Context: an optimization exercise on an open-source flow, tuned for small area, a short achievable clock period and few clock cycles per item. The choices shown serve that exercise and are no tape-out recipe.

==> flow/design.v <==
module ble_sync_correlator (
    input  wire [31:0] window,    
    input  wire [31:0] aa,
    output wire [4:0]  ge
);
    wire [31:0] d;
    genvar k;
    generate
        for (k = 0; k < 32; k = k + 1) begin : g_d
            assign d[k] = window[k] ^ aa[31 - k];
        end
    endgenerate
    wire [1:0] p [0:15];
    generate
        for (k = 0; k < 16; k = k + 1) begin : g_p
            assign p[k] = {d[2*k] & d[2*k+1], d[2*k] | d[2*k+1]};
        end
    endgenerate
    wire [3:0] q [0:7];
    generate
        for (k = 0; k < 8; k = k + 1) begin : g_q
            ble_therm_merge #(.W(2)) u_m (.a({3'd0, p[2*k]}), .b({3'd0, p[2*k+1]}), .c(q[k]));
        end
    endgenerate
    wire [4:0] o [0:3];
    generate
        for (k = 0; k < 4; k = k + 1) begin : g_o
            ble_therm_merge #(.W(5)) u_m (.a({1'b0, q[2*k]}), .b({1'b0, q[2*k+1]}), .c(o[k]));
        end
    endgenerate
    wire [4:0] h0, h1;
    ble_therm_merge #(.W(5)) u_h0 (.a(o[0]), .b(o[1]), .c(h0));
    ble_therm_merge #(.W(5)) u_h1 (.a(o[2]), .b(o[3]), .c(h1));
    ble_therm_merge #(.W(5)) u_t  (.a(h0), .b(h1), .c(ge));
endmodule
module ble_therm_merge #(parameter W = 5) (
    input  wire [4:0]   a,
    input  wire [4:0]   b,
    output wire [W-1:0] c
);
    wire [5:0] ax = {a, 1'b1};    
    wire [5:0] bx = {b, 1'b1};
    genvar n, i;
    generate
        for (n = 1; n <= W; n = n + 1) begin : g_n
            wire [n:0] t;
            for (i = 0; i <= n; i = i + 1) begin : g_i
                assign t[i] = ax[i] & bx[n - i];
            end
            assign c[n-1] = |t;
        end
    endgenerate
endmodule
module ble_rx_deframer (
    input  wire        clk,
    input  wire        rst,             
    input  wire [31:0] cfg_aa,
    input  wire        cfg_phy2m,       
    input  wire [5:0]  cfg_channel,
    input  wire        cfg_whiten,
    input  wire [23:0] cfg_crc_init,
    input  wire        bit_valid,
    input  wire        bit_data,
    input  wire        bit_last,
    output wire        bit_ready,
    output reg         pdu_valid,
    output wire [7:0]  pdu_data,
    output wire        res_valid,
    output wire [11:0] res_flags,
    output wire [15:0] res_sync_pos,
    output wire [31:0] res_aa,
    output wire [15:0] res_hdr,
    output wire [7:0]  res_pdu_len,
    output wire [23:0] res_crc,
    output wire [23:0] res_crc_rx,
    output wire [15:0] res_nbits
);
    reg         ready_r;
    reg         d0, nv, l0;
    reg  [47:1] hist;
    reg         hdr15;
    reg  [31:0] aa_r;
    reg         phy_r, wht_r;
    reg  [15:0] nbits, pos;
    reg         ev, hitr, synced, frozen;
    reg  [23:0] crc, sr;
    reg  [6:0]  wh;
    reg  [2:0]  bitcnt;
    reg         hb;
    reg  [7:0]  bc;
    reg         p_hdr, p_pay, p_crc, done;    
    reg         mism, fin;
    reg         rv_r, ge32_r, full_r;
    reg         u;                            
    reg  [4:0]  psum;                         
    assign bit_ready = ready_r;
    wire take_in = bit_valid & ready_r;
    wire take = take_in;
    wire data = bit_data;
    wire last = bit_last;
    wire synced_any = synced | hitr;
    wire hdr_valid  = ~p_hdr;
    wire clr        = fin & ~done;
    assign res_valid = rv_r;
    wire start = rst | rv_r;
    wire full = full_r | (nbits[5] & (nbits[4] | (nbits[3] & ~phy_r)));
    wire [4:0] aa_ge;
    ble_sync_correlator u_corr (
        .window ({hist[31:1], d0}),
        .aa     (aa_r),
        .ge     (aa_ge)
    );
    wire       ge32   = ge32_r | nbits[5];
    wire       e_in   = (hist[31] ^ ~u) & ge32;
    wire       e_out  = ((phy_r ? hist[47] : hist[39]) ^ ~u) & full;
    wire       q      = aa_r[0] ^ ~u;
    wire [4:0] lpre   = phy_r ? 5'd16 : 5'd8;
    wire [4:0] pm     = q ? (lpre - psum) : psum;
    wire       hit    = (pm == 5'd0) ? ~aa_ge[4] :
                        (pm == 5'd1) ? ~aa_ge[3] :
                        (pm == 5'd2) ? ~aa_ge[2] :
                        (pm == 5'd3) ? ~aa_ge[1] :
                        (pm == 5'd4) ? ~aa_ge[0] : 1'b0;
    wire [4:0] psum_adj = (e_in & ~e_out) ? psum + 5'd1 :
                          (~e_in & e_out) ? psum - 5'd1 : psum;
    wire [15:0] nbits_inc, pos_inc;
    genvar gi;
    generate
        for (gi = 0; gi < 16; gi = gi + 1) begin : g_cnt
            assign nbits_inc[gi] = nbits[gi] ^ (take & ((gi == 0) | &nbits[(gi > 0 ? gi - 1 : 0):0]));
            assign pos_inc[gi]   = pos[gi] ^ ((ev & ~hitr) & ((gi == 0) | &pos[(gi > 0 ? gi - 1 : 0):0]));
        end
    endgenerate
    wire fbit     = nv & synced_any & ~done;
    wire dbit     = d0 ^ (wht_r & wh[0]);
    wire sin      = dbit & ~clr;
    wire byte_end = fbit & (bitcnt == 3'd7);
    wire [7:0] len = {hist[33], hist[34], hist[35], hist[36], hist[37], hist[38], hist[39], hist[40]};
    wire bc_eq    = (bc == len);
    wire bc_2     = (bc == 8'd2);
    wire in_pdu   = p_hdr | (p_pay & ~bc_eq);
    wire shift_en = (take | clr) & ~frozen & ~(hitr & nv);
    wire up_en    = synced_any ? ((fbit & p_hdr) | (clr & ~hdr_valid)) : shift_en;
    wire done_next = done | (byte_end & p_crc & bc_2);
    wire crc_fb  = crc[23] ^ dbit;
    wire crc_run = fbit & in_pdu;
    wire crc_sin = clr ? 1'b0 : (crc_run ? crc_fb : crc[23]);
    wire crc_tap = crc_run & crc_fb;
    always @(posedge clk) begin
        aa_r  <= cfg_aa;
        phy_r <= cfg_phy2m;
        wht_r <= cfg_whiten;
        if (rst)
            ready_r <= 1'b1;
        else if (take_in & bit_last)
            ready_r <= 1'b0;
        else if (res_valid)
            ready_r <= 1'b1;
        nv <= take & ~rst;
        l0 <= take & last & ~rst;
        if (take | clr)
            d0 <= data & ~clr;
        if (shift_en)
            hist[32:1] <= {hist[31:1], d0};
        if (up_en) begin
            hist[47:34] <= hist[46:33];
            hist[33]    <= synced_any ? sin : hist[32];
            hdr15       <= hist[47];
        end
        nbits  <= start ? 16'd0 : nbits_inc;
        u      <= u ^ take;
        ge32_r <= ~start & ge32;
        full_r <= ~start & full;
        if (start | take)
            psum <= start ? 5'd0 : psum_adj;
        pos    <= (start | (clr & ~synced_any)) ? 16'd0 : pos_inc;
        ev     <= ~start & nv & full & ~synced_any;
        hitr   <= ~start & nv & full & ~synced_any & hit;
        synced <= ~start & synced_any;
        frozen <= ~start & (frozen | (synced_any & (take | clr | (hitr & nv))));
        if (~synced_any)
            wh <= {1'b1, cfg_channel};
        else if (fbit)
            wh <= {wh[5:0], wh[6] ^ wh[3]};
        if (~synced_any & ~clr)
            crc <= cfg_crc_init;
        else if (fbit | clr)
            crc <= {crc[22:0], crc_sin} ^ ({24{crc_tap}} & 24'h00065A);
        if (start | ~synced_any)
            mism <= 1'b0;
        else if (fbit & ~in_pdu)
            mism <= mism | (crc[23] ^ dbit);
        if (fbit | clr)
            sr <= {sin, sr[23:1]};
        pdu_valid <= ~start & byte_end & in_pdu;
        if (start) begin
            p_hdr <= 1'b1;
            p_pay <= 1'b0;
            p_crc <= 1'b0;
            done  <= 1'b0;
        end else if (byte_end) begin
            if (p_hdr & hb) begin
                p_hdr <= 1'b0;
                p_pay <= 1'b1;
            end
            if (p_pay & bc_eq) begin
                p_pay <= 1'b0;
                p_crc <= 1'b1;
            end
            if (p_crc & bc_2) begin
                p_crc <= 1'b0;
                done  <= 1'b1;
            end
        end
        if (start | (nv & l0 & ~done)) begin
            bitcnt <= 3'd0;
            bc     <= 8'd0;
        end else if (clr) begin
            {bc[2:0], bitcnt} <= {bc[2:0], bitcnt} + 6'd1;
        end else if (~synced_any) begin
            bitcnt <= 3'd0;
            bc     <= 8'd0;
        end else if (fbit) begin
            bitcnt <= bitcnt + 3'd1;
            if (byte_end & ~p_hdr)
                bc <= (p_pay & bc_eq) ? 8'd1 : bc + 8'd1;
        end
        if (start | ~synced_any)
            hb <= 1'b0;
        else if (byte_end)
            hb <= 1'b1;
        rv_r <= ~start & ((((take & last) | (nv & l0 & ~done)) & done_next) |
                          (clr & (bc[2:0] == 3'd6) & (bitcnt == 3'd6)));
        if (start)
            fin <= 1'b0;
        else if (nv & l0 & ~done)
            fin <= 1'b1;
    end
    wire crc_ok = done & ~mism;
    wire [3:0] exit_st = ~synced ? 4'd7 : (done ? 4'd10 : 4'd9);
    genvar g;
    generate
        for (g = 0; g < 32; g = g + 1) begin : g_aa
            assign res_aa[g] = hist[32 - g];
        end
        for (g = 1; g < 16; g = g + 1) begin : g_hdr
            assign res_hdr[g] = hist[48 - g];
        end
        for (g = 0; g < 24; g = g + 1) begin : g_crc
            assign res_crc[g] = crc[23 - g];
        end
    endgenerate
    assign res_hdr[0]   = hdr15;
    assign res_flags    = {exit_st, 4'b0000, hdr_valid, synced, crc_ok, crc_ok};
    assign res_sync_pos = pos;
    assign res_pdu_len  = done ? len : {6'd0, hdr_valid, 1'b0};
    assign res_crc_rx   = sr;
    assign res_nbits    = nbits;
    assign pdu_data     = sr[23:16];
endmodule
export LEC_CHECK = 0
export CAP_MARGIN = 20
export CORE_MARGIN = 2
export CORE_UTILIZATION = 40
export PLACE_DENSITY = 0.6
export SETUP_SLACK_MARGIN = 5.0
export SLEW_MARGIN = 20
create_clock -name core_clock -period 8.5 [get_ports {clk}]
standard.sh (not shown) runs the stock make flow with config.mk's settings and CLKGATE_MAP_FILE= SYNTH_SCRIPT=/design/flow/synth_recipe.tcl, a recipe that flattens the netlist after the stock synthesis.
==> flow/flow/run.sh <==
#!/bin/bash
# Standard ORFS layout (the standard.sh), with plain buf_1 cells as the
# port buffers instead of the default delay-buffer cell.
set -euo pipefail
cd "$(dirname "${BASH_SOURCE[0]}")/.."
export BUFFER_PORTS_ARGS="-buffer_cell sky130_fd_sc_hd__buf_1"
bash standard.sh > standard.log 2>&1
The starting point ran to the end with no violations.
Then changed:
--- a/flow/design.v
+++ b/flow/design.v
@@ -94,11 +94,14 @@
     reg         u;                            
     reg  [4:0]  psum;                         
     assign bit_ready = ready_r;
     wire take_in = bit_valid & ready_r;
-    wire take = take_in;
-    wire data = bit_data;
-    wire last = bit_last;
+    reg  take, data, last;
+    always @(posedge clk) begin
+        take <= take_in & ~rst;
+        data <= bit_data;
+        last <= bit_last;
+    end
     wire synced_any = synced | hitr;
     wire hdr_valid  = ~p_hdr;
     wire clr        = fin & ~done;
     assign res_valid = rv_r;
Result: The changed run ran to the end with no violations; utilization grows by 0.52 points; final area is higher by a few percent; first-iteration DRC count grows by a quarter to a third; sequential cell count rises by 3; synthesized cell count grows slightly; die area rose by a few percent.
No functional check of the RTL was part of any run of this note.

[static timing again, ports no longer ideal]
The flow's constraints put no driver on any port. The routed layouts listed below were extracted and timed again, unchanged, in two steps.
Step 1 assumes that a clkbuf_16 drives the clock port and a buf_2 every other input.
Step 2 adds t to the input delays and takes it off the output delays; t is the mean of the earliest and latest rising clock arrival at the registers after step 1. Input paths then give back, and output paths get back, about the clock's delay inside the block.
a / b / c = ideal ports / drivers / drivers and shift; a / b = the first two.
run | t (ns) | slack for setup (ns) | slew at the worst register clock pin (ns) | cell pins on the clock port's net
the first run | 0.547 | 5.131 / 5.085 / 4.861 | 0.06 / 0.06 | 1
the second run | 0.557 | 5.129 / 5.083 / 4.779 | 0.06 / 0.06 | 1
After both steps every run listed still meets setup and hold. For the second run, which loses most, drivers alone change the setup slack by -0.046 ns; drivers and shift together by -0.350 ns.
